What follows belongs to an exercise in optimizing a design on an open flow for small area; a production flow would make more cautious choices.
Only simulation tests tie the RTL to the original design; equivalence was not proved.
No activity file was given, so power comes from the tool's default toggle rates.

$ cat config.mk
export PLATFORM = sky130hd
export DESIGN_NAME = btqc
export DESIGN_NICKNAME = btqc
export VERILOG_FILES = /design/flow/design.v
export SDC_FILE = /design/flow/constraint.sdc
export NUM_CORES = 4
export LEC_CHECK = 0
export CAP_MARGIN = 20
export CORE_MARGIN = 2
export CORE_UTILIZATION = 40
export SLEW_MARGIN = 20
$ cat constraint.sdc
create_clock -name core_clock -period 10.0 [get_ports {clk}]
set_input_delay 2.0000 -clock core_clock [delete_from_list [all_inputs] [get_ports {clk}]]
set_output_delay 2.0000 -clock core_clock [all_outputs]
set_load 0.01 [all_outputs]
$ cat design.v
module btqc (
    input  wire         clk,
    input  wire         rst,           
    input  wire         cmd_valid,
    output wire         cmd_ready,
    input  wire [127:0] cmd_data,
    output wire         resp_valid,
    output reg  [31:0]  resp_data,
    output wire         ev_valid,
    output wire [3:0]   ev_kind,
    output reg  [31:0]  ev_data,
    input  wire         ev_ack,
    input  wire [15:0]  ev_rdata
);
    localparam OP_INIT   = 8'h01, OP_SETCFG = 8'h02, OP_ENQ   = 8'h03,
               OP_CLRQ   = 8'h04, OP_QSIZE  = 8'h05, OP_QBYTES = 8'h06,
               OP_QOVF   = 8'h07, OP_FLUSH  = 8'h08, OP_XFER  = 8'h09,
               OP_FILL   = 8'h0A, OP_COPY   = 8'h0B, OP_SWCOPY = 8'h0C;
    localparam [5:0] S_IDLE    = 6'b00_0000,
                     S_RESP    = 6'b01_0000,
                     S_ENQ     = 6'b10_0000,
                     S_SLOT    = 6'b11_0000,
                     S_PREP    = 6'b11_0000,    
                     S_W1      = 6'b00_0001,    
                     S_W2      = 6'b01_0001,
                     S_W3      = 6'b10_0001,
                     S_W4      = 6'b11_0001,
                     S_SUFFIX  = 6'b00_0010,    
                     S_DW16    = 6'b00_0011,    
                     S_WAIT    = 6'b00_0100,    
                     S_GETSTEP = 6'b00_0101,    
                     S_SETSTEP = 6'b00_0110,    
                     S_SETSTEPF= 6'b01_0110,    
                     S_TAKEN   = 6'b00_0111,    
                     S_HALT    = 6'b00_1000,    
                     S_RESUME  = 6'b00_1001,    
                     S_RESUMEB = 6'b01_1001,    
                     S_SRCRD   = 6'b00_1010,    
                     S_PEND    = 6'b00_1011;    
    reg [5:0] state;
    assign ev_kind  = state[3:0];
    assign ev_valid = |state[3:0];
    wire   ev_fire  = ev_valid && ev_ack;
    reg [4:0]  effcap;         
    reg [4:0]  qcount;
    reg [3:0]  ovfidx;
    reg [19:0] qb;             
    reg        bok;            
    reg [19:0] bh;             
    reg        cfg_autoflush, cfg_ignover, cfg_hwdis, cfg_perbatch;
    localparam RW = 73;
    reg [16*RW-1:0] ring;
    reg [3:0]       ph;
    wire [RW-1:0]   rout = ring[16*RW-1:15*RW];
    reg [22:0] ps;             
    reg [15:0] pd;             
    reg [15:0] pl;             
    reg [15:0] pst;            
    reg [1:0]  pc;             
    reg [15:0] xr;             
    reg [15:0] kr;             
    reg        f_fl, f_xf, f_fill, f_copy, f_swc, f_enq;
    reg        hs;             
    reg        two;            
    reg        e2;             
    reg        usex;           
    reg        swm;            
    reg        taken, batchopen;
    reg        rbit;
    reg [1:0]  rsel;
    reg [1:0]  wcnt;           
    reg [4:0]  wq;             
    function [24:0] addf;
        input [23:0] a, b;
        input        ci;
        integer i;
        reg c;
        begin
            c = ci;
            for (i = 0; i < 24; i = i + 1) begin
                addf[i] = a[i] ^ b[i] ^ c;
                c = (a[i] & b[i]) | (c & (a[i] ^ b[i]));
            end
            addf[24] = c;
        end
    endfunction
    function gtf;
        input [23:0] a, b;
        reg [24:0] d;
        begin
            d   = addf(b, ~a, 1'b1);     
            gtf = !d[24];
        end
    endfunction
    wire        acc    = cmd_valid && cmd_ready;
    wire [7:0]  c_op   = cmd_data[127:120];
    wire [23:0] c_src  = cmd_data[119:96];
    wire [15:0] c_dst  = cmd_data[95:80];
    wire [15:0] c_len  = cmd_data[79:64];
    wire [15:0] c_step = cmd_data[63:48];
    wire [7:0]  c_val  = cmd_data[47:40];
    wire [1:0]  c_cls  = cmd_data[33:32];
    wire [31:0] c_aux  = cmd_data[31:0];
    reg [127:0] wf_mask;
    reg         wf_known;
    always @* begin
        wf_known = 1'b1;
        case (c_op)
            OP_INIT:   wf_mask = 128'hFFFFFFFF_FFFF0000_FFFFFFFF_00000000;
            OP_SETCFG: wf_mask = 128'hFFFFFFFF_FFFFFFFF_FFFFFFFF_FFFFFFF0;
            OP_ENQ:    wf_mask = 128'hFF000001_00000000_0000FFFC_FFFFFFFF;
            OP_CLRQ, OP_QSIZE, OP_QBYTES, OP_QOVF, OP_FLUSH:
                       wf_mask = 128'hFFFFFFFF_FFFFFFFF_FFFFFFFF_FFFFFFFF;
            OP_XFER:   wf_mask = 128'hFF000001_00000000_0000FFFC_FFFFFFFF;
            OP_FILL:   wf_mask = 128'hFFFFFFFF_00000000_000000FF_FFFFFFFF;
            OP_COPY:   wf_mask = 128'hFFFF0000_00000000_0000FFFF_FFFFFFFF;
            OP_SWCOPY: wf_mask = 128'hFF000001_FFFF0000_0000FFFF_00000000;
            default: begin
                wf_mask  = 128'hFF000000_00000000_00000000_00000000;
                wf_known = 1'b0;
            end
        endcase
    end
    wire c_cls_bad = ((c_op == OP_ENQ) || (c_op == OP_XFER)) && (c_cls == 2'd3);
    wire c_ok      = wf_known && ((cmd_data & wf_mask) == {c_op, 120'd0}) && !c_cls_bad;
    wire [15:0] p_opnd   = f_fill ? {15'h7FFF, ~pd[0]} : ps[15:0];
    wire [24:0] p_sum_f  = addf({8'd0, pl}, {8'd0, p_opnd}, 1'b0);
    wire [16:0] p_sum    = p_sum_f[16:0];
    wire        p_over   = p_sum[16] && (p_sum[15:0] != 16'd0);
    wire        p_cross  = p_over && (f_enq || f_xf);
    wire [15:0] p_plen   = (p_cross || (f_fill && p_over)) ? p_sum[15:0] :
                           (f_fill ? {15'd0, |pl} : pl);
    wire [24:0] qcnt_inc = addf({19'd0, qcount}, 24'd0, 1'b1);
    wire        enq_full = !gtf({19'd0, effcap}, {19'd0, qcount}) ||
                           (p_cross && !gtf({19'd0, effcap}, qcnt_inc[23:0]));
    wire [24:0] ps_hi1_f = addf({17'd0, ps[22:16]}, 24'd0, 1'b1);
    wire [6:0]  ps_hi1  = ps_hi1_f[6:0];
    wire [22:0] ss      = hs ? {ps_hi1, 16'd0} : ps;           
    wire [24:0] hid_f   = addf({8'd0, pd}, {8'd0, ~ps[15:0]}, 1'b1);
    wire [15:0] sd      = hs ? hid_f[15:0] : pd;               
    wire [24:0] remw_f  = addf({8'd0, ~ps[15:0]}, 24'd0, 1'b1);
    wire [15:0] remw    = remw_f[15:0];                        
    wire [15:0] estep   = usex ? xr : pst;
    wire [31:0] w1 = {8'h94, pl[15:8], 8'h93, pl[7:0]};
    wire [24:0] w2_f = addf({16'd0, estep[15:8]}, {16'd0, 8'h8F}, 1'b0);       
    wire [24:0] w2_g = addf({8'd0, 8'h96, ss[15:8]}, 24'd0, w2_f[8]);
    wire [31:0] w2 = {w2_g[15:0], w2_f[7:0], estep[7:0]};
    wire [31:0] w3 = {8'h97, 1'b0, ss[22:16], 8'h95, ss[7:0]};
    wire [31:0] trig = f_swc ? {xr, pd} :
                       {~pc[1] & pc[0], ~(pc[1] & pc[0]), sd[13:0], 8'h00,
                        1'b1, pc[1] & pc[0], 1'b0, pc[1] & ~pc[0], 2'b00, sd[15:14]};
    wire [6:0]  ahi     = hs ? ps_hi1 : ps[22:16];
    wire [15:0] stepout = (state == S_SETSTEPF || usex) ? xr :
                          {f_fl ? 8'h00 : pst[15:8], pst[7:0]};
    reg [31:0] cw;
    always @* begin
        case (state[5:4])
            2'd0:    cw = w1;
            2'd1:    cw = w2;
            2'd2:    cw = w3;
            default: cw = trig;
        endcase
    end
    always @* begin
        ev_data[31:24] = cw[31:24];
        ev_data[23:16] = (state[3:0] == S_SRCRD[3:0]) ? {ahi, kr[15]} : cw[23:16];
        case (state[3:0])
            4'd1:    ev_data[15:0] = cw[15:0];
            4'd2:    ev_data[15:0] = {8'h97, f_fill ? 8'h80 : 8'hC0};
            4'd3:    ev_data[15:0] = f_fl ? pst : xr;
            4'd10:   ev_data[15:0] = {kr[14:0], 1'b0};
            default: ev_data[15:0] = stepout;
        endcase
    end
    assign cmd_ready  = (state == S_IDLE) && (wcnt == 2'd0);
    assign resp_valid = (state == S_RESP);
    always @* begin
        case (rsel)
            2'd0: resp_data = {31'd0, rbit};
            2'd1: resp_data = {27'd0, qcount};
            2'd2: resp_data = {11'd0, qb, 1'b0};
            default: resp_data = {28'd0, ovfidx};
        endcase
    end
    wire [15:0] elen   = e2 ? remw : pl;
    wire [24:0] qb_f   = addf({4'd0, qb}, {8'd0, elen}, 1'b0);
    wire [19:0] qb_new = qb_f[19:0];
    wire        eover  = bok && gtf({4'd0, qb_new}, {4'd0, bh});
    wire        epend  = cfg_autoflush && (qb_new != 20'd0);
    wire [4:0]  nflush  = (ovfidx != 4'd0 && cfg_ignover) ? {1'b0, ovfidx} : qcount;
    wire        fl_done = (wq == nflush);
    wire        fl_hit  = (ph == wq[3:0]);
    wire        rwr   = (wcnt != 2'd0) && (ph == wq[3:0]);
    wire [RW-1:0] rin = {pc, pst, pl, sd, ss};
    always @(posedge clk) begin
        ring <= {ring[15*RW-1:0], rwr ? rin : rout};
    end
    wire [24:0] ph_inc = addf({20'd0, ph}, 24'd0, 1'b1);
    wire [24:0] wq_inc = addf({19'd0, wq}, 24'd0, 1'b1);
    wire [24:0] kr_inc = addf({8'd0, kr}, 24'd0, 1'b1);
    wire [24:0] pl_dec = addf({8'd0, pl}, 24'hFFFFFF, 1'b0);
    wire unit_end = ev_fire && (
        (state == S_W4 && (swm ? (pl == 16'd0) :
                           (!f_fill && ((f_fl && cfg_perbatch) || taken)))) ||
        (state == S_DW16 && (swm ? (pl == 16'd1) : taken)) ||
        (state == S_RESUME));
    always @(posedge clk) begin
        if (rst) begin
            state         <= S_IDLE;
            effcap        <= 5'd0;
            qcount        <= 5'd0;
            ovfidx        <= 4'd0;
            qb            <= 20'd0;
            bok           <= 1'b0;
            cfg_autoflush <= 1'b0;
            cfg_ignover   <= 1'b0;
            cfg_hwdis     <= 1'b0;
            cfg_perbatch  <= 1'b0;
            wcnt          <= 2'd0;
            ph            <= 4'd0;
        end else begin
            ph <= ph_inc[3:0];
            if (rwr) begin
                wq   <= wq_inc[4:0];
                wcnt <= {wcnt[1] & wcnt[0], ~wcnt[0]};
                if (hs) begin
                    hs <= 1'b0;
                    pl <= remw;
                end
            end
            case (state)
            S_IDLE: begin
                if (acc) begin
                    ps     <= (c_op == OP_COPY) ? {7'd0, c_src[15:0]} : c_src[23:1];
                    pd     <= (c_op == OP_SWCOPY) ? c_aux[15:0] : c_dst;
                    pl     <= c_len;
                    pst    <= c_step;
                    pc     <= {c_cls[1] | (c_op == OP_COPY), c_cls[0] | (c_op == OP_COPY)};
                    xr     <= (c_op == OP_SWCOPY) ? c_aux[31:16] : {c_val, c_val};
                    f_fl   <= (c_op == OP_FLUSH);
                    f_xf   <= (c_op == OP_XFER);
                    f_fill <= (c_op == OP_FILL);
                    f_enq  <= (c_op == OP_ENQ);
                    f_copy <= (c_op == OP_COPY);
                    f_swc  <= (c_op == OP_SWCOPY);
                    hs     <= 1'b0;
                    e2     <= 1'b0;
                    usex   <= 1'b0;
                    swm    <= (c_op == OP_SWCOPY);
                    wq     <= 5'd0;
                    batchopen <= 1'b0;
                    rsel   <= 2'd0;
                    rbit   <= 1'b1;
                    if (!c_ok) begin
                        rbit  <= 1'b0;
                        state <= S_RESP;
                    end else begin
                        case (c_op)
                        OP_INIT: begin
                            effcap <= ((|c_len[15:5]) || (c_len[4] && (|c_len[3:0]))) ? 5'd16 : c_len[4:0];
                            bok    <= (c_aux != 32'd0) && (c_aux[31:21] == 11'd0);
                            bh     <= c_aux[20:1];
                            qcount <= 5'd0;
                            ovfidx <= 4'd0;
                            qb     <= 20'd0;
                            state  <= S_RESP;
                        end
                        OP_SETCFG: begin
                            cfg_autoflush <= c_aux[0];
                            cfg_ignover   <= c_aux[1];
                            cfg_hwdis     <= c_aux[2];
                            cfg_perbatch  <= c_aux[3];
                            state         <= S_RESP;
                        end
                        OP_CLRQ: begin
                            qcount <= 5'd0;
                            ovfidx <= 4'd0;
                            qb     <= 20'd0;
                            state  <= S_RESP;
                        end
                        OP_QSIZE: begin
                            rsel  <= 2'd1;
                            state <= S_RESP;
                        end
                        OP_QBYTES: begin
                            rsel  <= 2'd2;
                            state <= S_RESP;
                        end
                        OP_QOVF: begin
                            rsel  <= 2'd3;
                            state <= S_RESP;
                        end
                        OP_SWCOPY: state <= S_SETSTEP;
                        OP_FLUSH:  state <= S_WAIT;
                        default:   state <= S_PREP;     
                        endcase
                    end
                end
            end
            S_RESP: state <= S_IDLE;
            S_PREP: begin
                if (!f_fl) begin
                    pl  <= p_plen;
                    hs  <= p_cross;
                    two <= p_cross;
                    if (!f_enq)
                        state <= S_WAIT;
                    else if (enq_full) begin
                        rbit  <= 1'b0;
                        state <= S_RESP;
                    end else begin
                        wq    <= qcount;
                        wcnt  <= {p_cross, ~p_cross};
                        state <= S_ENQ;
                    end
                end
            end
            S_ENQ: begin
                qcount <= qcnt_inc[4:0];
                qb     <= qb_new;
                if (eover && ovfidx == 4'd0)
                    ovfidx <= qcount[3:0];
                rbit <= !(eover && cfg_ignover);
                if (epend)
                    state <= S_PEND;
                else if (two && !e2) begin
                    e2    <= 1'b1;
                    state <= S_ENQ;
                end else
                    state <= S_RESP;
            end
            S_PEND: begin
                if (ev_fire) begin
                    if (two && !e2) begin
                        e2    <= 1'b1;
                        state <= S_ENQ;
                    end else
                        state <= S_RESP;
                end
            end
            S_WAIT: begin
                if (ev_fire) begin
                    if (f_fl)
                        state <= S_GETSTEP;
                    else if (f_fill)
                        state <= (pst != 16'hFFFF) ? S_SETSTEP : S_W1;
                    else if (hs || pst == 16'hFFFF)
                        state <= S_GETSTEP;
                    else begin
                        swm   <= f_xf && cfg_hwdis;
                        state <= S_SETSTEP;
                    end
                end
            end
            S_GETSTEP: begin
                if (ev_fire) begin
                    xr <= ev_rdata;
                    if (f_fl)
                        state <= S_SLOT;
                    else begin
                        usex <= 1'b1;
                        if (f_xf && cfg_hwdis) begin
                            swm   <= 1'b1;
                            state <= S_SETSTEP;
                        end else
                            state <= S_W1;
                    end
                end
            end
            S_SETSTEP: begin
                if (swm)
                    kr <= hs ? 16'd0 : {f_fl ? w2[23:16] : ps[15:8], ps[7:0]};
                if (ev_fire) state <= swm ? S_W4 : S_W1;
            end
            S_W1: begin
                if (ev_fire) state <= f_fill ? S_SUFFIX : S_W2;
            end
            S_W2: begin
                if (ev_fire) state <= S_W3;
            end
            S_W3: begin
                if (ev_fire)
                    state <= f_copy ? S_SUFFIX :
                             (f_fl && cfg_perbatch && batchopen) ? S_HALT : S_TAKEN;
            end
            S_SUFFIX: begin
                if (ev_fire) state <= S_TAKEN;
            end
            S_TAKEN: begin
                if (ev_fire) begin
                    taken <= ev_rdata[0];
                    if (f_fl && cfg_perbatch) batchopen <= 1'b1;
                    state <= S_HALT;
                end
            end
            S_HALT: begin
                if (ev_fire) state <= S_W4;
            end
            S_W4: begin
                if (ev_fire) begin
                    if (swm)
                        state <= S_SRCRD;
                    else if (f_fill)
                        state <= S_DW16;
                    else
                        state <= S_RESUME;
                end
            end
            S_DW16: begin
                if (ev_fire) begin
                    if (swm) begin
                        kr <= kr_inc[15:0];
                        if (kr == 16'hFFFF && !hs) ps[22:16] <= ps_hi1;
                        pl <= pl_dec[15:0];
                        state <= S_SRCRD;
                    end else
                        state <= S_RESUME;
                end
            end
            S_SRCRD: begin
                if (ev_fire) begin
                    if (f_fl) pst <= ev_rdata;
                    else      xr  <= ev_rdata;
                    state <= S_DW16;
                end
            end
            S_RESUMEB: begin
                if (ev_fire) state <= S_SETSTEPF;
            end
            S_SETSTEPF: begin
                if (ev_fire) begin
                    qcount <= 5'd0;
                    ovfidx <= 4'd0;
                    qb     <= 20'd0;
                    state  <= S_RESP;
                end
            end
            default: ;
            endcase
            if (unit_end) begin
                if (f_fl)
                    state <= S_SLOT;
                else if (hs) begin
                    hs    <= 1'b0;
                    pl    <= remw;
                    usex  <= 1'b0;
                    swm   <= 1'b0;
                    state <= S_WAIT;
                end else
                    state <= S_RESP;
            end
            if ((state == S_SLOT && f_fl) || (unit_end && f_fl) ||
                (state == S_GETSTEP && f_fl && ev_fire)) begin
                if (fl_done)
                    state <= (batchopen && !taken) ? S_RESUMEB : S_SETSTEPF;
                else if (fl_hit) begin
                    {pc, pst, pl, pd, ps} <= rout;
                    wq    <= wq_inc[4:0];
                    swm   <= cfg_hwdis;
                    state <= cfg_hwdis ? S_SETSTEP : S_W1;
                end else
                    state <= S_SLOT;
            end
        end
    end
endmodule
$ cat flow/run.sh
#!/bin/bash
# The standard ORFS layout (standard.sh), with three changes:
#  - synthesis is ORFS's own synthesis script (standard.sh synth), but ABC
#    maps the logic with an area-only script (flow/abc_area.script: dch +
#    amap, no buffering or sizing); flip-flops are mapped before ABC runs,
#    so the registers are those of the standard synthesis
#  - the input and output port buffers are the smallest buffer cell (buf_1)
#  - clock tree: clkbuf_8 leaf clusters of up to 20 sinks, no dummy loads
# Each make run's whole output goes to its own log (synth.log, standard.log);
# ORFS keeps each step's log under orfs/logs/.
set -euo pipefail
rm -rf scripts_area
cp -r "$FLOW_HOME/scripts" scripts_area
cp flow/abc_area.script scripts_area/abc_speed.script
export BUFFER_PORTS_ARGS="-buffer_cell sky130_fd_sc_hd__buf_1"
export CTS_ARGS="-sink_clustering_enable -repair_clock_nets -buf_list sky130_fd_sc_hd__clkbuf_8 -sink_clustering_size 20 -sink_clustering_max_diameter 60 -dont_use_dummy_load"
bash standard.sh SCRIPTS_DIR="$PWD/scripts_area" synth > synth.log 2>&1
bash standard.sh > standard.log 2>&1
$ cat flow/abc_area.script
strash
dch -f
amap
strash
dch -f
amap
topo
stime -c
$ cat standard.sh
#!/bin/bash
# synth_recipe.tcl (not shown) runs the flow's synth.tcl, then flattens the netlist and writes it again
# the make line also repeats each setting of config.mk as NAME=value (left out here)
make -C /OpenROAD-flow-scripts/flow DESIGN_CONFIG=/design/flow/config.mk WORK_HOME=/design/flow/orfs CLKGATE_MAP_FILE= SYNTH_SCRIPT=/design/flow/synth_recipe.tcl "${@:-finish}"
==> summary.md, run 1 <==
| Metric | Value |
|---|---|
| IO Port Bufs | `between 200 and 250` |
| Ys async rst share | `0%` |
| Met3 usage | `5.73%` |
| Worst Reg-to-Reg Cells | `30` |
| Root Driver | `clkbuf_8` |
| Post-synthesis simple-gate area fraction | `7.19%` |
| Drt via density | `around 5.4` |
| Height of the die | `321 um` |
| Post-synthesis adder-cell area fraction | `under 10%` |
| Post-synthesis compound-gate area fraction | `about an eighth` |
| Nets | `3873` |
| FF-to-FF End | `state[0]$_SDFFE_PP0P_` |
| # fillers | `9250` |
| Tmin final | `9.66 ns` |
| Critical Path AT | `7.66 ns` |
| Combinational Power Share | `25.1%` |
| Status | `complete, no violations` |
| DR vias | `26199` |
| Cells after Synth | `between 3000 and 4000` |
| Sw Ratio | `32.8%` |
| Critical Path Start | `ps[0]$_DFFE_PN_` |
| Hold crit path type | `flop to flop` |
| Starting Density | `40.2%` |
| Grt met1 use | `32.6%` |
| CTS tree | `yes` |
| Max Fclk | `104 MHz` |
| GRT Util Overall | `22.7%` |
| Final hold viol count | `0` |
| DRC errors left | `0` |
| Area of the multi-input gates | `10300 sq um` |
| First DRT Iteration DRCs | `3198` |
| Slew headroom | `22.5%` |
| Worst-path maximum fanout | `4` |
| RR Startpoint | `ps[0]$_DFFE_PN_` |
| Clock skew | `0.0991 ns` |
| Pwr/cell area | `256 nW/um^2` |
| FP Rows | `116` |
| Worst reg2reg setup slack | `between 0.3 and 0.4 ns` |
| Most used cell along the critical path | `fa_1` |
| Fin crit share | `96.6%` |
| Crit path to | `ev_data[1]` |
| Synth cell types | `49` |
| Critical path type | `flop to output pin` |
| Post-synthesis area per instance | `12.5 sq um` |
| Worst skew pair latency | `0.79 ns` |
| Largest net degree at the start of global routing | `67` |
| Leakage power | `16.6 nW` |
| Chip width | `~320 um` |
| Total wire length | `119000 um` |
| Dpl hpwl | `88900 um` |
| Max-slew violation count | `0` |
| Core ar. | `99700 sq um` |
| Seq pwr share | `53.5%` |
| Largest family of logic cells by synthesized area | `compound AO/OA/AOI/OAI gates` |
| GPL Wtd Cong | `roughly 0.99` |
| Die footprint | `103000 sq um` |
| Critical Path Slowest Stage Cell | `fa_1` |
| Slowest cell delay on critical path | `0.40 ns` |
| # setup viols final | `0` |
| Req. time, crit path | `about 8 ns` |
| First-pass GRT wire length | `170000 um` |
| Share of post-route cells with drive strength above 1 | `5.84%` |
| GRT busiest layer | `met2` |
| Io pins | `219` |
| H-tree Lvls | `3` |
| # clock sinks | `1365` |
| Hold buffers post-CTS | `0` |
| Clock power frac | `21.5%` |
| VDD IR max | `between 0.1 and 0.15 mV` |
| P&R area growth vs syn | `11.0%` |
| Post-synth EDFFs | `approximately 150` |
| Hold Startpoint | `ring[41]$_DFF_P_` |
| Type of origin of the critical path | `flop` |
| M2 GR Usage | `33.3%` |
| Flip-flop and latch area | `28800 sq um` |
| Max Cap Viol | `0` |
| Post-Synth XOR/XNOR Area | `0.0218%` |
| Drt first pass iters | `9` |
| Num CTS Buffers | `98` |
| Post-Syn Area | `40100 sq um` |
| Part of the Yosys area used for sequential elements | `71.8%` |
| RSZ-0062 raised after global routing | `false` |
| Gr ovfl total | `0` |
| CP Capture Type | `output pin` |
| Switching Power | `~3.7 mW` |
| Ys Warns | `1` |
| Setup TNS | `0 ns` |
| Remaining antenna violation count | `0` |
| #FFs+latches synth | `1365` |
| Final hold slack | `~0.26 ns` |
| Cell Int Power | `7.64 mW` |
| Max Root-Sink Buffers | `3` |
| Slew @ Worst Pin | `~1.2 ns` |
| Number of global-route vias before repair | `24462` |
| Multiplexer area fraction after synthesis | `0%` |
| Initial antenna violation count | `19` |
| Clk slew on worst S/H paths | `0.10 ns` |
| DR WL/cell | `24.5 um` |
| Most used DFF post-synth | `dfxtp_1` |
## power by group through the flow
stage | sequential [mW] | combinational, mW | clock (mW)
after floorplan | 6.09 | 1.59 | 0
final | 6.08 | 2.85 | 2.44
after global routing | 6.10 | 3.04 | 2.71
after global placement | 6.19 | 2.73 | 0
after detailed placement | 6.19 | 2.73 | 0
after CTS | 6.07 | 2.74 | 2.53
## per-stage QoR
step | cells | power [mW] | instance area [sq um] | setup WS (ns) | utilization, %
after global routing | 4863 | 11.9 | 44500 | 0.00898 | 44.6
after global placement | 4756 | 8.92 | 43000 | 0.165 | 43.1
after detailed placement | 4756 | 8.92 | 43000 | 0.0852 | 43.1
after CTS | 4854 | 11.3 | 44300 | 0.0436 | 44.4
after floorplan | 3204 | 7.68 | 40100 | 0.365 | -
final | 4866 | 11.4 | 44500 | 0.343 | 44.6
## critical path: cells and delay by family (launching register included)
kind,cells,cell delay [ns]
buffers and inverters,6,0.63
DFF,1,0.38
adders and majority gates,15,4.98
and+or+nand+nor,2,0.24
AOI/OAI and AO/OA,5,0.64
## cells by family after synthesis
family / count (synthesis)
buffers and inverters: 310
other: 1
AND/OR/NAND/NOR: 647
AO/OA/AOI/OAI: 710
XOR/XNOR: 1
flip-flops: 1365
adder cells (fa/ha/maj): 160
## synth_stat cells, types with 44 or more instances
library cell | n | area [sq um]
dfxtp_1 | 1219 | 24400
nor2_1 | 310 | 1160
clkinv_1 | 295 | 1110
o22ai_1 | 198 | 1240
edfxtp_1 | 146 | 4380
nand2_1 | 140 | 526
ha_1 | 116 | 1450
a21oi_1 | 113 | 566
o21ai_0 | 88 | 440
a22oi_1 | 52 | 390
nor2b_1 | 46 | 288
nor3_1 | 46 | 230
fa_1 | 44 | 881
## sequential cells by signal, indices dropped and copies added, names as in the netlist, 2 cells and up
| register | cells |
|---|---|
| pst | 16 |
| state | 6 |
| qb | 20 |
| kr | 16 |
| qcount | 5 |
| ring | 1168 |
| pd | 16 |
| ph | 4 |
| wq | 5 |
| ovfidx | 4 |
| bh | 20 |
| effcap | 5 |
| ps | 23 |
| wcnt | 2 |
| rsel | 2 |
| pc | 2 |
| pl | 16 |
| xr | 16 |
## final cells by class
| type | count | share of cell area (%) |
|---|---|---|
| flip-flops and latches | 1365 | 64.7 |
| multi-input cells | 1529 | 23.1 |
| well taps | 1298 | 3.65 |
| clock buffers | 98 | 3.03 |
| repair buffers | 276 | 2.94 |
| inverters | 295 | 2.49 |
| diodes | 5 | 0.0281 |
## per-layer routing
| layer | wire (um) | vias to the layer above | part of all wire (%) |
|---|---|---|---|
| li1 | - | 11943 | - |
| met1 | 53500 | 12655 | 45 |
| met2 | 50100 | 1303 | 42 |
| met3 | 10800 | 278 | 9.1 |
| met4 | 4520 | 20 | 3.8 |
| met5 | 115 | - | 0.097 |
## what timing repair did
action	in CTS	in global routing
pin swaps	0	5
setup buffers	0	7
setup endpoints to repair	1	24
gates resized for setup	1	26
## cells in the final DEF (no fill, tap or decap), drive strengths merged, types with 10 or more instances in the layout
cell / count
a21oi: 113
a22oi: 52
nor4: 28
a211oi: 23
or3: 10
edfxtp: 146
nor2b: 46
dfxtp: 1219
a221oi: 36
conb: 11
o22ai: 198
nand3: 14
o221ai: 23
o32ai: 33
clkinv: 291
a31oi: 13
a222oi: 19
nor2: 310
nor3: 46
ha: 116
buf: 274
fa: 44
a32oi: 17
nand4: 11
nand2: 140
o21a: 20
a2111oi: 16
or2: 10
or4: 21
o21ai: 88
clkbuf: 100
o22a: 38
## how the worst min path moves through the flow
stage | cells after the start | to
floorplan | 0 | ring[1000]$_DFF_P_
global placement | 0 | ring[985]$_DFF_P_
detailed placement | 0 | ring[128]$_DFF_P_
CTS | 0 | ring[114]$_DFF_P_
global route | 0 | ring[114]$_DFF_P_
finish | 0 | ring[114]$_DFF_P_
==> run 2: changes to the inputs <==
==> flow/run.sh (replaced) <==
#!/bin/bash
# The standard ORFS layout (standard.sh), with three changes:
#  - synthesis is ORFS's own synthesis script (standard.sh synth), but ABC
#    maps the logic with an area-only script (flow/abc_area.script: ifraig, dc2, dch +
#    amap, no buffering or sizing); flip-flops are mapped before ABC runs,
#    so the registers are those of the standard synthesis
#  - the input and output port buffers are the smallest buffer cell (buf_1)
#  - clock tree: clkbuf_8 leaf clusters of up to 16 sinks within 50 um, no dummy loads
# Each make run's whole output goes to its own log (synth.log, standard.log);
# ORFS keeps each step's log under orfs/logs/.
set -euo pipefail
rm -rf scripts_area
cp -r "$FLOW_HOME/scripts" scripts_area
cp flow/abc_area.script scripts_area/abc_speed.script
export BUFFER_PORTS_ARGS="-buffer_cell sky130_fd_sc_hd__buf_1"
export CTS_ARGS="-sink_clustering_enable -repair_clock_nets -buf_list sky130_fd_sc_hd__clkbuf_8 -sink_clustering_size 16 -sink_clustering_max_diameter 50 -dont_use_dummy_load"
bash standard.sh SCRIPTS_DIR="$PWD/scripts_area" synth > synth.log 2>&1
bash standard.sh > standard.log 2>&1
==> flow/abc_area.script (replaced) <==
strash
ifraig
dc2
dch -f
amap
strash
dch -f
amap
topo
stime -c
==> run 2 against run 1 <==
Still clean on timing, DRC and antenna. Cell count fell by 0.43%. Synthesized cell count shrank 0.53%. Maximum frequency fell by 0.47%.
==> summary.md, run 2 <==
| Metric | Value |
|---|---|
| RR Startpoint | `ps[0]$_DFFE_PN_` |
| Critical Path Start | `ps[0]$_DFFE_PN_` |
| CP bufs+invs | `6 (unchanged)` |
| Non-Filler Instances | `4845 (-0.43%)` |
| Placed insts | `4723 (-0.69%)` |
| #FFs+latches synth | `1365 (unchanged)` |
| Grt met1 use | `32.2% (-0.37 points)` |
| Critical Path AT | `7.70 ns (+0.04 ns)` |
| Largest net degree at the start of global routing | `99 (+48%)` |
| DR WL/cell | `25.0 um (+2.4%)` |
| Post-synth EDFFs | `146 (unchanged)` |
| Max Root-Sink Buffers | `3 (unchanged)` |
| Slowest cell delay on critical path | `0.42 ns (+0.02 ns)` |
| Total Power | `11.6 mW (+1.7%)` |
| Drt first pass iters | `8 (-1)` |
| Core ar. | `98700 sq um (-1.0%)` |
| Hold buffers post-CTS | `0 (unchanged)` |
| Slew headroom | `23.3% (+0.86 points)` |
| Root Driver | `clkbuf_8` |
| M2 GR Usage | `35.5% (+2.1 points)` |
| Crit path to | `ev_data[1]` |
| Pwr/cell area | `260 nW/um^2 (+1.7%)` |
| P&R area growth vs syn | `11.3%` |
| Number of global-route vias before repair | `24626 (+0.67%)` |
| Starting Density | `40.5% (+0.30 points)` |
| Post-synthesis area per instance | `12.6 sq um (+0.26%)` |
| Fin crit share | `97.0% (+0.45 points)` |
| Pre-CTS setup slack | `-0.0243 ns (-0.109 ns)` |
| # setup viols final | `0 (unchanged)` |
| Slew @ Worst Pin | `1.14 ns (-0.0217 ns)` |
| Height of the die | `320 um (-0.14%)` |
| GRT busiest layer | `met2` |
| Cells after Synth | `3177 (-0.53%)` |
| H-tree Lvls | `3 (unchanged)` |
| # clock sinks | `1365 (unchanged)` |
| Part of the Yosys area used for sequential elements | `72.0% (+0.20 points)` |
| CTS tree | `yes` |
| CP Capture Type | `output pin` |
| Share of post-route cells with drive strength above 1 | `5.99% (+0.16 points)` |
| Drt via density | `5.34 (-0.85%)` |
| Cell taking the most area after synthesis | `dfxtp_1` |
| Critical path depth | `25 (-11%)` |
| Largest regs | `ring (1168), ps (23)` |
| Flip-flop count of the largest register after layout | `1168 (unchanged)` |
| Met3 usage | `5.92% (+0.19 points)` |
| Gr ovfl total | `0 (unchanged)` |
| Reg with most FFs | `ring` |
| IO Port Bufs | `207 (unchanged)` |
| Ys async rst share | `0% (unchanged)` |
| Most frequent cells in the layout | `1219 x dfxtp_1, 331 x nor2_1, 242 x clkinv_1` |
| Chip width | `320 um (-0.14%)` |
| Most used DFF post-synth | `dfxtp_1` |
| Synth top area cells | `dfxtp_1 61%, edfxtp_1 11%, ha_1 3.6%` |
| Critical path type | `flop to output pin` |
| Synth top cells by count | `1219 x dfxtp_1, 336 x nor2_1, 248 x clkinv_1` |
| First-pass GRT wire length | `172000 um (+1.6%)` |
| Die footprint | `102000 sq um (-0.27%)` |
| Synth top area share | `61.0% (+0.17 points)` |
| Worst-path maximum fanout | `4 (unchanged)` |
| Final hold viol count | `0 (unchanged)` |
| Worst path top cell family by delay | `adder cells` |
| Clock skew | `0.0701 ns (-0.0290 ns)` |
| Worst Reg-to-Reg Cells | `34 (+13%)` |
| Dpl hpwl | `90800 um (+2.2%)` |
| Max Cap Viol | `0 (unchanged)` |
| Worst reg2reg setup slack | `0.37 ns (-0.02 ns)` |
| Synth cell types | `52 (+6.1%)` |
| Ys Warns | `1 (unchanged)` |
| Final hold slack | `0.280 ns (+0.0232 ns)` |
| Nets | `3863 (-0.26%)` |
| Initial antenna violation count | `9 (-10)` |
| FF-to-FF End | `state[4]$_SDFFE_PP0P_` |
| Remaining antenna violation count | `0 (unchanged)` |
| Clk slew on worst S/H paths | `0.09 ns (about the same)` |
| Req. time, crit path | `8.00 ns (about the same)` |
| Post-Syn Area | `40000 sq um (-0.28%)` |
| Type of origin of the critical path | `flop` |
| Tmin final | `9.70 ns (+0.0451 ns)` |
| VDD IR max | `0.147 mV (+6.1%)` |
| Max-slew violation count | `0 (unchanged)` |
| Max Fclk | `103 MHz (-0.47%)` |
| GPL Wtd Cong | `1.00 (+1.9%)` |
| Final WS setup | `0.298 ns (-0.0451 ns)` |
| DRC errors left | `0 (unchanged)` |
| Commonest non-fill, non-tap cell in the layout | `dfxtp_1` |
| First DRT Iteration DRCs | `2740 (-14%)` |
| Leakage power | `16.6 nW (-0.16%)` |
| GRT Util Overall | `23.3% (+0.60 points)` |
| Worst skew pair latency | `0.80 ns (about the same)` |
| Total wire length | `121000 um (+1.9%)` |
| Count leader, synth | `dfxtp_1` |
| FP Rows | `115 (-0.86%)` |
| Critical Path Slowest Stage Cell | `fa_2` |
| Hold crit path type | `flop to flop` |
| Io pins | `219 (unchanged)` |
| DR vias | `25864 (-1.3%)` |
| Num CTS Buffers | `117 (+19%)` |
| Status | `complete, no violations` |
==> run 2: changes by cell type after synthesis, moves of 14 or more <==
cell      change
o21ai_0      +29
clkinv_1     -47
o22ai_1     -105
and3_1       +15
a21oi_1      +31
o32ai_1      -27
o32a_1       +19
a22oi_1      -14
o22a_1       +34
nor2_1       +26
o21a_1       +21
nor3_1       +23
a221oi_1     -23
==> run 2: cell type report <==
class / instances / area [sq um]
diodes: 5 / 12.5
clock buffers: 117 / 1610
fillers: 9144 / 54200
inverters: 248 / 935
multi-input cells: 1559 / 10300
flip-flops and latches: 1365 / 28800
well taps: 1287 / 1610
repair buffers: 264 / 1220
==> run 2: stage by stage <==
stage | setup TNS, ns | instance area (sq um) | util [%]
5_1_grt | -0.0210 | 44500 | 45.1
3_3_place_gp | 0 | 42800 | 43.3
6_report | 0 | 44500 | 45.1
4_1_cts | -0.00437 | 44400 | 45.0
3_5_place_dp | -0.0243 | 42800 | 43.3
2_1_floorplan | 0 | 40000 | -
==> run 2: how the worst min path moves through the flow <==
stage	from	end	slack (ns)	depth (start not counted)
after floorplan	ring[927]$_DFF_P_	ring[1000]$_DFF_P_	0.31	0
after CTS	ring[28]$_DFF_P_	ring[101]$_DFF_P_	0.28	0
after global routing	ring[28]$_DFF_P_	ring[101]$_DFF_P_	0.29	0
after detailed placement	ring[934]$_DFF_P_	ring[1007]$_DFF_P_	0.31	0
after global placement	ring[558]$_DFF_P_	ring[631]$_DFF_P_	0.31	0
final	ring[146]$_DFF_P_	ring[219]$_DFF_P_	0.28	0
==> run 2: where the power goes <==
group	leakage (nW)	switching (mW)	total, mW	internal, mW
clock	0.841	1.61	2.65	1.03
sequential	11.2	0.266	6.09	5.82
combinational	4.54	1.90	2.83	0.930
==> run 2: timing repair <==
item                       4_1_cts  5_1_grt
gates resized for setup          7       20
setup endpoints to repair        5       13
cloned                           0        0
pin swaps                        2        6
setup buffers                    0        0
==> run 2: per-layer routing <==
layer | part of all wire (%) | up-vias | routed length [um]
li1 | - | 11834 | -
met1 | 44 | 12561 | 53500
met2 | 43 | 1220 | 52300
met3 | 9.1 | 243 | 11000
met4 | 3.7 | 6 | 4530
met5 | 0.032 | - | 39
==> run 2: cell families (layout without fill, tap and decap cells) <==
logic type	Yosys count	in the layout	synth area share, %
and+or+nand+nor	691	691	7.64
buffers and inverters	263	629	2.61
AOI/OAI and AO/OA	697	697	11.9
other	1	16	0.00938
adders and majority gates	160	160	5.83
DFF	1365	1365	72.0
==> run 3: changes to the inputs <==
--- a/design.v
+++ b/design.v
@@ -102,26 +102,32 @@
     wire [1:0]  c_cls  = cmd_data[33:32];
     wire [31:0] c_aux  = cmd_data[31:0];
-    reg [127:0] wf_mask;
-    reg         wf_known;
+    wire z_srch = (c_src[23:16] == 8'd0);
+    wire z_srcm = (c_src[15:1] == 15'd0);
+    wire z_src0 = !c_src[0];
+    wire z_dst  = (c_dst == 16'd0);
+    wire z_len  = (c_len == 16'd0);
+    wire z_step = (c_step == 16'd0);
+    wire z_val  = (c_val == 8'd0);
+    wire z_rsv  = (cmd_data[39:34] == 6'd0);
+    wire z_cls  = (c_cls == 2'd0);
+    wire z_auxh = (c_aux[31:4] == 28'd0);
+    wire z_auxl = (c_aux[3:0] == 4'd0);
+    wire z_src  = z_srch && z_srcm && z_src0;
+    wire z_mid  = z_val && z_rsv;                        
+    reg  c_ok;
     always @* begin
-        wf_known = 1'b1;
         case (c_op)
-            OP_INIT:   wf_mask = 128'hFFFFFFFF_FFFF0000_FFFFFFFF_00000000;
-            OP_SETCFG: wf_mask = 128'hFFFFFFFF_FFFFFFFF_FFFFFFFF_FFFFFFF0;
-            OP_ENQ:    wf_mask = 128'hFF000001_00000000_0000FFFC_FFFFFFFF;
+            OP_INIT:   c_ok = z_src && z_dst && z_step && z_mid && z_cls;
+            OP_SETCFG: c_ok = z_src && z_dst && z_len && z_step && z_mid && z_cls && z_auxh;
+            OP_ENQ, OP_XFER:
+                       c_ok = z_src0 && z_mid && (c_cls != 2'd3) && z_auxh && z_auxl;
             OP_CLRQ, OP_QSIZE, OP_QBYTES, OP_QOVF, OP_FLUSH:
-                       wf_mask = 128'hFFFFFFFF_FFFFFFFF_FFFFFFFF_FFFFFFFF;
-            OP_XFER:   wf_mask = 128'hFF000001_00000000_0000FFFC_FFFFFFFF;
-            OP_FILL:   wf_mask = 128'hFFFFFFFF_00000000_000000FF_FFFFFFFF;
-            OP_COPY:   wf_mask = 128'hFFFF0000_00000000_0000FFFF_FFFFFFFF;
-            OP_SWCOPY: wf_mask = 128'hFF000001_FFFF0000_0000FFFF_00000000;
-            default: begin
-                wf_mask  = 128'hFF000000_00000000_00000000_00000000;
-                wf_known = 1'b0;
-            end
+                       c_ok = z_src && z_dst && z_len && z_step && z_mid && z_cls && z_auxh && z_auxl;
+            OP_FILL:   c_ok = z_src && z_rsv && z_cls && z_auxh && z_auxl;
+            OP_COPY:   c_ok = z_srch && z_mid && z_cls && z_auxh && z_auxl;
+            OP_SWCOPY: c_ok = z_src0 && z_dst && z_mid && z_cls;
+            default:   c_ok = 1'b0;
         endcase
     end
-    wire c_cls_bad = ((c_op == OP_ENQ) || (c_op == OP_XFER)) && (c_cls == 2'd3);
-    wire c_ok      = wf_known && ((cmd_data & wf_mask) == {c_op, 120'd0}) && !c_cls_bad;
     wire [15:0] p_opnd   = f_fill ? {15'h7FFF, ~pd[0]} : ps[15:0];
     wire [24:0] p_sum_f  = addf({8'd0, pl}, {8'd0, p_opnd}, 1'b0);
==> run 3 against run 2 <==
Still clean on timing, DRC and antenna. Worst hold slack lost 0.018 ns. First-iteration DRC count up 6.5%. Utilization is 0.21 points lower. Clock skew grew 0.011 ns. Combinational power up 17%. Maximum frequency is 1.0% lower. Global-route usage fell by 0.57 points. Cell count down 1.4%. Register-to-register slack better by 0.04 ns. Synthesized cell count decreased by 2.0%. Sequential power grew 1%. Critical path type unchanged. Critical endpoint is now ev_data[0].
==> summary.md, run 3 <==
| Metric | Value |
|---|---|
| Status | `complete, no violations` |
| Seq pwr share | `50.8% (-1.8 points)` |
| Reg with most FFs | `ring` |
| Die footprint | `102000 sq um (-0.84%)` |
| Post-synthesis area per instance | `12.7 sq um (+1.2%)` |
| Post-synth EDFFs | `146 (unchanged)` |
| Initial antenna violation count | `9 (unchanged)` |
| Combinational Power Share | `27.5% (+3.0 points)` |
| Final hold viol count | `0 (unchanged)` |
| IO Port Bufs | `207 (unchanged)` |
| Drt via density | `5.30 (-0.69%)` |
| Post-Syn Area | `39600 sq um (-0.85%)` |
| Nets | `3786 (-2.0%)` |
| Flip-flop count of the largest register after layout | `1168 (unchanged)` |
| Placed Area | `42400 sq um (-0.87%)` |
| Io pins | `219 (unchanged)` |
| Req. time, crit path | `8.00 ns (about the same)` |
| Tmin final | `9.80 ns (+0.101 ns)` |
| Cell Int Power | `8.00 mW (+2.8%)` |
| Sw Ratio | `33.8% (+1.2 points)` |
| Clock skew | `0.0810 ns (+0.0109 ns)` |
| Clock power frac | `21.7% (-1.2 points)` |
| Share of post-route cells with drive strength above 1 | `5.77% (-0.22 points)` |
| Type of origin of the critical path | `flop` |
| Largest net degree at the start of global routing | `63 (-36%)` |
| Pre-CTS setup slack | `0.170 ns (+0.195 ns)` |
| #FFs+latches synth | `1365 (unchanged)` |
| Post-layout util | `44.9% (-0.21 points)` |
| Count leader, synth | `dfxtp_1` |
| Part of the Yosys area used for sequential elements | `72.6% (+0.62 points)` |
| Final WS setup | `0.197 ns (-0.101 ns)` |
| # setup viols final | `0 (unchanged)` |
| Remaining antenna violation count | `0 (unchanged)` |
| Synth top cells by count | `1219 x dfxtp_1, 326 x nor2_1, 244 x clkinv_1` |
| Synth top area cells | `dfxtp_1 62%, edfxtp_1 11%, ha_1 3.5%` |
| First-pass GRT wire length | `167000 um (-3.1%)` |
| FP Rows | `115 (unchanged)` |
| Most frequent cells in the layout | `1219 x dfxtp_1, 321 x nor2_1, 239 x clkinv_1` |
| Synth cell types | `56 (+7.7%)` |
| Cell taking the most area after synthesis | `dfxtp_1` |
| Root Driver | `clkbuf_8` |
| Setup Buffers After CTS | `0 (unchanged)` |
| Leakage power | `16.5 nW (-0.72%)` |
| Switching Power | `4.09 mW (+8.3%)` |
| Largest regs | `ring (1168), ps (23)` |
| Starting Density | `40.3% (-0.17 points)` |
| CP Capture Type | `output pin` |
| First DRT Iteration DRCs | `2918 (+6.5%)` |
| CTS tree | `yes` |
| H-tree Lvls | `3 (unchanged)` |
| Critical Path AT | `7.80 ns (+0.10 ns)` |
| Worst skew pair latency | `0.80 ns (about the same)` |
| Ys async rst share | `0% (unchanged)` |
| Max Root-Sink Buffers | `3 (unchanged)` |
| Setup TNS | `0 ns (unchanged)` |
| Slew headroom | `24.8% (+1.5 points)` |
| Cells after Synth | `3112 (-2.0%)` |
| P&R area growth vs syn | `11.2% (about the same)` |
| Total Power | `12.1 mW (+4.6%)` |
| Max Fclk | `102 MHz (-1.0%)` |
| Number of global-route vias before repair | `23861 (-3.1%)` |
| DR WL/cell | `24.6 um (-1.9%)` |
| Core ar. | `98300 sq um (-0.44%)` |
| Most used DFF post-synth | `dfxtp_1` |
| Hold crit path type | `flop to flop` |
| Worst reg2reg setup slack | `0.41 ns (+0.04 ns)` |
| Slew @ Worst Pin | `1.13 ns (-0.0140 ns)` |
| Clk slew on worst S/H paths | `0.08 ns (about the same)` |
| Worst-path maximum fanout | `3 (-1)` |
| Gr ovfl total | `0 (unchanged)` |
| DRC errors left | `0 (unchanged)` |
| Height of the die | `319 um (-0.42%)` |
| GRT Util Overall | `22.8% (-0.57 points)` |
| Design area | `44100 sq um (-0.90%)` |
| Commonest non-fill, non-tap cell in the layout | `dfxtp_1` |
| # clock sinks | `1365 (unchanged)` |
| Total wire length | `117000 um (-3.3%)` |
| GPL Wtd Cong | `1.04 (+3.4%)` |
| Chip width | `319 um (-0.42%)` |
| Drt first pass iters | `6 (-2)` |
| Max Cap Viol | `0 (unchanged)` |
| Critical path type | `flop to output pin` |
| Dpl hpwl | `87900 um (-3.3%)` |
| Ys Warns | `1 (unchanged)` |
| Max-slew violation count | `0 (unchanged)` |
| Pwr/cell area | `274 nW/um^2 (+5.5%)` |
| Num CTS Buffers | `116 (-0.85%)` |
| Synth top area share | `61.6% (+0.52 points)` |
| Fin crit share | `98.0% (+1.0 points)` |
| DR vias | `25320 (-2.1%)` |
| VDD IR max | `0.106 mV (-28%)` |
[run 3: changes by cell type after synthesis, moves of 10 or more]
| cell | previous run | this run |
|---|---|---|
| o22ai_1 | 93 | 129 |
| a21oi_1 | 144 | 158 |
| o21ai_0 | 117 | 95 |
| a22oi_1 | 38 | 12 |
| and3_1 | 20 | 1 |
| a222oi_1 | 14 | 26 |
| o32a_1 | 24 | 8 |
| a31oi_1 | 22 | 9 |
| nand2_1 | 137 | 113 |
| nor2_1 | 336 | 326 |
[run 3: area by class of cell]
cell class | count | area [sq um]
clock buffers | 116 | 1600
fillers | 9096 | 54200
well taps | 1287 | 1610
multi-input cells | 1498 | 9980
diodes | 7 | 17.5
flip-flops and latches | 1365 | 28800
inverters | 244 | 920
repair buffers | 259 | 1170
[run 3: cell families after synthesis]
group | share of synthesized area [%]
other | 0.00946
AO/OA/AOI/OAI | 11.8
XOR/XNOR | 0.0221
AND/OR/NAND/NOR | 7.29
buffers and inverters | 2.59
flip-flops | 72.6
adder cells (fa/ha/maj) | 5.69
[run 3: worst paths after layout]
path	from	to	depth (start not counted)
setup reg to reg	e2$_SDFFCE_PN0P_	state[5]$_SDFFE_PP0P_	33
hold reg to reg	ring[836]$_DFF_P_	ring[909]$_DFF_P_	0
setup / recovery	pd[0]$_DFFE_PN_	ev_data[0]	24
hold / removal	ring[836]$_DFF_P_	ring[909]$_DFF_P_	0
[run 3: per-stage QoR]
stage / std cells / hold WS, ns
after floorplan: 3122 / 0.310
after global routing: 4771 / 0.284
after CTS: 4769 / 0.256
final: 4776 / 0.262
after detailed placement: 4653 / 0.312
after global placement: 4653 / 0.309
[run 3: power groups by stage]
stage / clock, mW / combinational, mW / sequential [mW]
2_1_floorplan: 0 / 1.91 / 6.16
3_3_place_gp: 0 / 3.19 / 6.26
3_5_place_dp: 0 / 3.19 / 6.26
4_1_cts: 2.72 / 3.21 / 6.14
5_1_grt: 2.93 / 3.57 / 6.17
6_report: 2.63 / 3.32 / 6.15
[run 3: per-layer routing]
layer,global-route usage [%],part of all wire [%]
met1,31.5,44
met5,0,0.0060
met3,4.31,8.0
met4,13.2,6.3
met2,33.3,42
[run 3: critical path, stage by stage (launching register included)]
cell	delay, ns
edfxtp_1	0.38
inv_2	0.07
ha_1	0.20
fa_1	0.40
fa_2	0.38
fa_1	0.42
fa_1	0.40
fa_1	0.42
fa_1	0.41
fa_2	0.36
fa_2	0.44
fa_1	0.40
clkinv_1	0.07
fa_1	0.16
clkinv_1	0.07
fa_1	0.37
clkinv_1	0.07
fa_1	0.18
fa_1	0.17
clkinv_1	0.11
fa_2	0.41
o22ai_1	0.19
a221oi_1	0.14
o21ai_0	0.58
buf_1	0.23
[run 3: timing repair]
action | 4_1_cts | 5_1_grt
endpoints found under the setup margin | 1 | 12
hold endpoints to repair | 0 | 0
hold buffers | 0 | 0
pin swaps | 0 | 7
gates resized for setup | 2 | 19
==> run 4: changes to the inputs <==
--- a/design.v
+++ b/design.v
@@ -53,4 +53,5 @@
     reg [3:0]       ph;
     wire [RW-1:0]   rout = ring[16*RW-1:15*RW];
+    wire [RW-1:0]   r14  = ring[15*RW-1:14*RW];     
     reg [22:0] ps;             
     reg [15:0] pd;             
@@ -69,4 +70,5 @@
     reg        rbit;
     reg [1:0]  rsel;
+    reg        lr;             
     reg [1:0]  wcnt;           
     reg [4:0]  wq;             
@@ -197,4 +199,6 @@
     wire        fl_done = (wq == nflush);
     wire        fl_hit  = (ph == wq[3:0]);
+    wire [24:0] ph_inc = addf({20'd0, ph}, 24'd0, 1'b1);
+    wire        fl_pre  = (ph_inc[3:0] == wq[3:0]);
     wire        rwr   = (wcnt != 2'd0) && (ph == wq[3:0]);
     wire [RW-1:0] rin = {pc, pst, pl, sd, ss};
@@ -202,5 +206,4 @@
         ring <= {ring[15*RW-1:0], rwr ? rin : rout};
     end
-    wire [24:0] ph_inc = addf({20'd0, ph}, 24'd0, 1'b1);
     wire [24:0] wq_inc = addf({19'd0, wq}, 24'd0, 1'b1);
     wire [24:0] kr_inc = addf({8'd0, kr}, 24'd0, 1'b1);
@@ -225,6 +228,12 @@
             wcnt          <= 2'd0;
             ph            <= 4'd0;
+            lr            <= 1'b0;
         end else begin
             ph <= ph_inc[3:0];
+            if (lr) begin
+                {pc, pst, pl, pd, ps} <= rout;
+                wq <= wq_inc[4:0];
+                lr <= 1'b0;
+            end
             if (rwr) begin
                 wq   <= wq_inc[4:0];
@@ -375,6 +384,4 @@
             end
             S_SETSTEP: begin
-                if (swm)
-                    kr <= hs ? 16'd0 : {f_fl ? w2[23:16] : ps[15:8], ps[7:0]};
                 if (ev_fire) state <= swm ? S_W4 : S_W1;
             end
@@ -404,4 +411,6 @@
             end
             S_W4: begin
+                if (swm)
+                    kr <= hs ? 16'd0 : {f_fl ? w2[23:16] : ps[15:8], ps[7:0]};
                 if (ev_fire) begin
                     if (swm)
@@ -465,4 +474,10 @@
                     swm   <= cfg_hwdis;
                     state <= cfg_hwdis ? S_SETSTEP : S_W1;
+                end else if (fl_pre) begin
+                    pl       <= r14[54:39];
+                    pst[7:0] <= r14[62:55];
+                    lr       <= 1'b1;
+                    swm      <= cfg_hwdis;
+                    state    <= cfg_hwdis ? S_SETSTEP : S_W1;
                 end else
                     state <= S_SLOT;
==> run 4 against run 3 <==
Largest cell class unchanged. Area after synthesis grew 2.2%. Cell area grew 2.3%. Routed wire length grew 2.3%. Clock power is essentially flat.
==> summary.md, run 4 <==
| Metric | Value |
|---|---|
| H-tree Lvls | `3 (unchanged)` |
| Post-synthesis adder-cell area fraction | `5.57% (-0.12 points)` |
| Max Root-Sink Buffers | `3 (unchanged)` |
| Synth top area share | `60.3% (-1.3 points)` |
| Multiplexer area fraction after synthesis | `0% (unchanged)` |
| Ys Warns | `1 (unchanged)` |
| Cell taking the most area after synthesis | `dfxtp_1` |
| Ys async rst share | `0% (unchanged)` |
| # clock sinks | `1366 (+0.073%)` |
| CP Capture Type | `output pin` |
| Cells after Synth | `3258 (+4.7%)` |
| Leakage power | `16.7 nW (+1.6%)` |
| Final hold slack | `0.272 ns (+0.0102 ns)` |
| Most used cell along the critical path | `fa_1` |
| Part of the Yosys area used for sequential elements | `71.1% (-1.5 points)` |
| Placed Area | `43400 sq um (+2.5%)` |
| Worst skew pair latency | `0.81 ns (about the same)` |
| Max Fclk | `103 MHz (+1.1%)` |
| CP bufs+invs | `6 (unchanged)` |
| Drt first pass iters | `9 (+3)` |
| First DRT Iteration DRCs | `2825 (-3.2%)` |
| Gr ovfl total | `0 (unchanged)` |
| DR vias | `26919 (+6.3%)` |
| # setup viols final | `0 (unchanged)` |
| GPL Wtd Cong | `0.983 (-5.2%)` |
| Critical path type | `flop to output pin` |
| Commonest non-fill, non-tap cell in the layout | `dfxtp_1` |
| Starting Density | `40.4% (+0.063 points)` |
| Post-layout util | `45.0% (+0.13 points)` |
| Max Cap Viol | `0 (unchanged)` |
| DR WL/cell | `24.0 um (-2.5%)` |
| Design area | `45100 sq um (+2.3%)` |
| Post-Syn Area | `40500 sq um (+2.2%)` |
| Slowest cell delay on critical path | `0.50 ns (-0.08 ns)` |
| Worst path top cell family by delay | `adder cells` |
| Hold buffers post-CTS | `0 (unchanged)` |
| Final hold viol count | `0 (unchanged)` |
| Largest regs | `ring (1168), ps (23)` |
| Count leader, synth | `dfxtp_1` |
| IO Port Bufs | `207 (unchanged)` |
| Initial antenna violation count | `20 (+11)` |
| Hold crit path type | `flop to flop` |
| Slew headroom | `26.6% (+1.8 points)` |
| Max-slew violation count | `0 (unchanged)` |
| First-pass GRT wire length | `172000 um (+2.8%)` |
| Most frequent cells in the layout | `1219 x dfxtp_1, 318 x nor2_1, 258 x clkinv_1` |
| Nets | `3942 (+4.1%)` |
| FP Rows | `116 (+0.87%)` |
| Total Power | `12.2 mW (+1.1%)` |
| #FFs+latches synth | `1366 (+0.073%)` |
| Io pins | `219 (unchanged)` |
| Fin crit share | `97.0% (-1.1 points)` |
| Dpl hpwl | `87900 um (about the same)` |
| Largest family of logic cells by synthesized area | `compound AO/OA/AOI/OAI gates` |
| Largest net degree at the start of global routing | `60 (-4.8%)` |
| Synth cell types | `50 (-11%)` |
| Post-synthesis simple-gate area fraction | `7.38% (+0.096 points)` |
| P&R area growth vs syn | `11.4%` |
| Root Driver | `clkbuf_8` |
| Number of global-route vias before repair | `25099 (+5.2%)` |
| Height of the die | `322 um (+1.1%)` |
| CTS tree | `yes` |
| GRT Util Overall | `22.7% (-0.037 points)` |
| RSZ-0062 raised after global routing | `false` |
| Synth top area cells | `dfxtp_1 60%, edfxtp_1 11%, ha_1 3.4%` |
| Clock skew | `0.110 ns (+0.0294 ns)` |
| Status | `complete, no violations` |
| Critical Path AT | `7.70 ns (-0.10 ns)` |
| Pwr/cell area | `271 nW/um^2 (-1.2%)` |
| Drt via density | `5.37 (+1.4%)` |
| Post-synthesis area per instance | `12.4 sq um (-2.4%)` |
| Most used DFF post-synth | `dfxtp_1` |
| Num CTS Buffers | `114 (-1.7%)` |
| Die footprint | `104000 sq um (+2.2%)` |
| Setup TNS | `0 ns (unchanged)` |
| Flip-flop count of the largest register after layout | `1168 (unchanged)` |
| Chip width | `322 um (+1.1%)` |
| Tmin final | `9.70 ns (-0.107 ns)` |
| Slew @ Worst Pin | `1.09 ns (-0.0380 ns)` |
| VDD IR max | `0.122 mV (+15%)` |
| Critical Path Slowest Stage Cell | `a2111o_1` |
| Post-synth EDFFs | `146 (unchanged)` |
| DRC errors left | `0 (unchanged)` |
| Req. time, crit path | `8.00 ns (about the same)` |
| Clk slew on worst S/H paths | `0.09 ns (about the same)` |
| Total wire length | `120000 um (+2.3%)` |
| Post-Synth XOR/XNOR Area | `0% (-0.022 points)` |
| Remaining antenna violation count | `0 (unchanged)` |
| Reg with most FFs | `ring` |
| Worst-path maximum fanout | `5 (+2)` |
| Type of origin of the critical path | `flop` |
| Post-synthesis compound-gate area fraction | `13.2% (+1.4 points)` |
| Share of post-route cells with drive strength above 1 | `5.88% (+0.11 points)` |
| Core ar. | `100000 sq um (+2.1%)` |
| Synth top cells by count | `1220 x dfxtp_1, 323 x nor2_1, 264 x clkinv_1` |
| # fillers | `9284 (+2.1%)` |
## run 4: worst reg2reg max path: cells and delay by family (launching register included)
kind	cells	cell delay [ns]
simple gates	7	1.16
compound gates	4	0.45
flops	1	0.36
buf+inv	3	0.27
fa+ha+maj	19	7.18
## run 4: final cells by class
| type | instances | area (sq um) | area share (%) |
|---|---|---|---|
| diodes | 14 | 35.0 | 0.0777 |
| clock buffers | 114 | 1570 | 3.48 |
| inverters | 264 | 993 | 2.20 |
| multi-input cells | 1623 | 10800 | 23.8 |
| flip-flops and latches | 1366 | 28800 | 63.9 |
| well taps | 1357 | 1700 | 3.76 |
| repair buffers | 271 | 1260 | 2.79 |
## run 4: logic make-up (layout without fill, tap and decap cells)
| kind of cell | after synthesis | count (layout) |
|---|---|---|
| fa+ha+maj | 154 | 154 |
| simple gates | 676 | 676 |
| buf+inv | 279 | 649 |
| other cells | 1 | 25 |
| compound gates | 782 | 782 |
| flops | 1366 | 1366 |
## run 4: final timing paths
path,from,end,slack [ns],cells after the start
hold reg to reg,ring[133]$_DFF_P_,ring[206]$_DFF_P_,0.27,0
setup / recovery,pd[0]$_DFFE_PN_,ev_data[1],0.30,28
setup reg to reg,ps[1]$_DFFE_PN_,state[0]$_SDFFE_PP0P_,0.41,33
hold / removal,ring[133]$_DFF_P_,ring[206]$_DFF_P_,0.27,0
## run 4: timing repair
action	in CTS	in global routing
gates cloned	0	0
gates resized for setup	1	17
setup buffers	1	1
hold endpoints to repair	0	0
endpoints found under the setup margin	2	13
pin swaps	1	7
## run 4: where the power goes
part / leakage (nW) / internal [mW] / total (mW) / switching, mW
clock: 0.820 / 1.01 / 2.61 / 1.60
combinational: 4.68 / 1.21 / 3.42 / 2.21
sequential: 11.2 / 5.86 / 6.20 / 0.333
## run 4: per-stage QoR
| stage | cells | setup WS, ns |
|---|---|---|
| 3_5_place_dp | 4879 | 0.0632 |
| 6_report | 5009 | 0.304 |
| 2_1_floorplan | 3268 | 0.547 |
| 4_1_cts | 4994 | 0.00435 |
| 3_3_place_gp | 4879 | 0.147 |
| 5_1_grt | 5001 | 0.0296 |
## run 4: routing by layer
layer / global-route usage [%] / wire, um / vias up
li1: - / - / 12346
met1: 31.2 / 52300 / 12985
met2: 33.7 / 51100 / 1295
met3: 5.28 / 10400 / 281
met4: 11.2 / 6130 / 12
met5: 0 / 69 / -

==> static timing again, ports no longer ideal <==
The results above use ideal ports. As a check the final layouts listed here were re-extracted and re-timed, cells and wires unchanged.
Step 1 (the two cells are an assumption about what drives the block):
set clk [get_ports {clk}]
set_driving_cell -lib_cell sky130_fd_sc_hd__clkbuf_16 $clk
set_driving_cell -lib_cell sky130_fd_sc_hd__buf_2 [delete_from_list [all_inputs] $clk]
Step 2 adds t to the input delays and takes it off the output delays; t is the mean of the earliest and latest rising clock arrival at the registers after step 1. Input paths then give back, and output paths get back, about the clock's delay inside the block.
Three values: no drivers, after step 1, after step 2; two values: the first two.
run | t, ns | slack for setup (ns) | latest minus earliest clock arrival (ns) | cell pins on the clock port's net
run 1 | 0.808 | 0.343 / 0.277 / 0.393 | 0.099 / 0.099 | 1
run 2 | 0.836 | 0.298 / 0.229 / 0.366 | 0.088 / 0.087 | 1
run 3 | 0.825 | 0.197 / 0.137 / 0.411 | 0.086 / 0.086 | 1
run 4 | 0.823 | 0.304 / 0.233 / 0.411 | 0.112 / 0.112 | 1
After both steps every run listed still meets setup and hold.
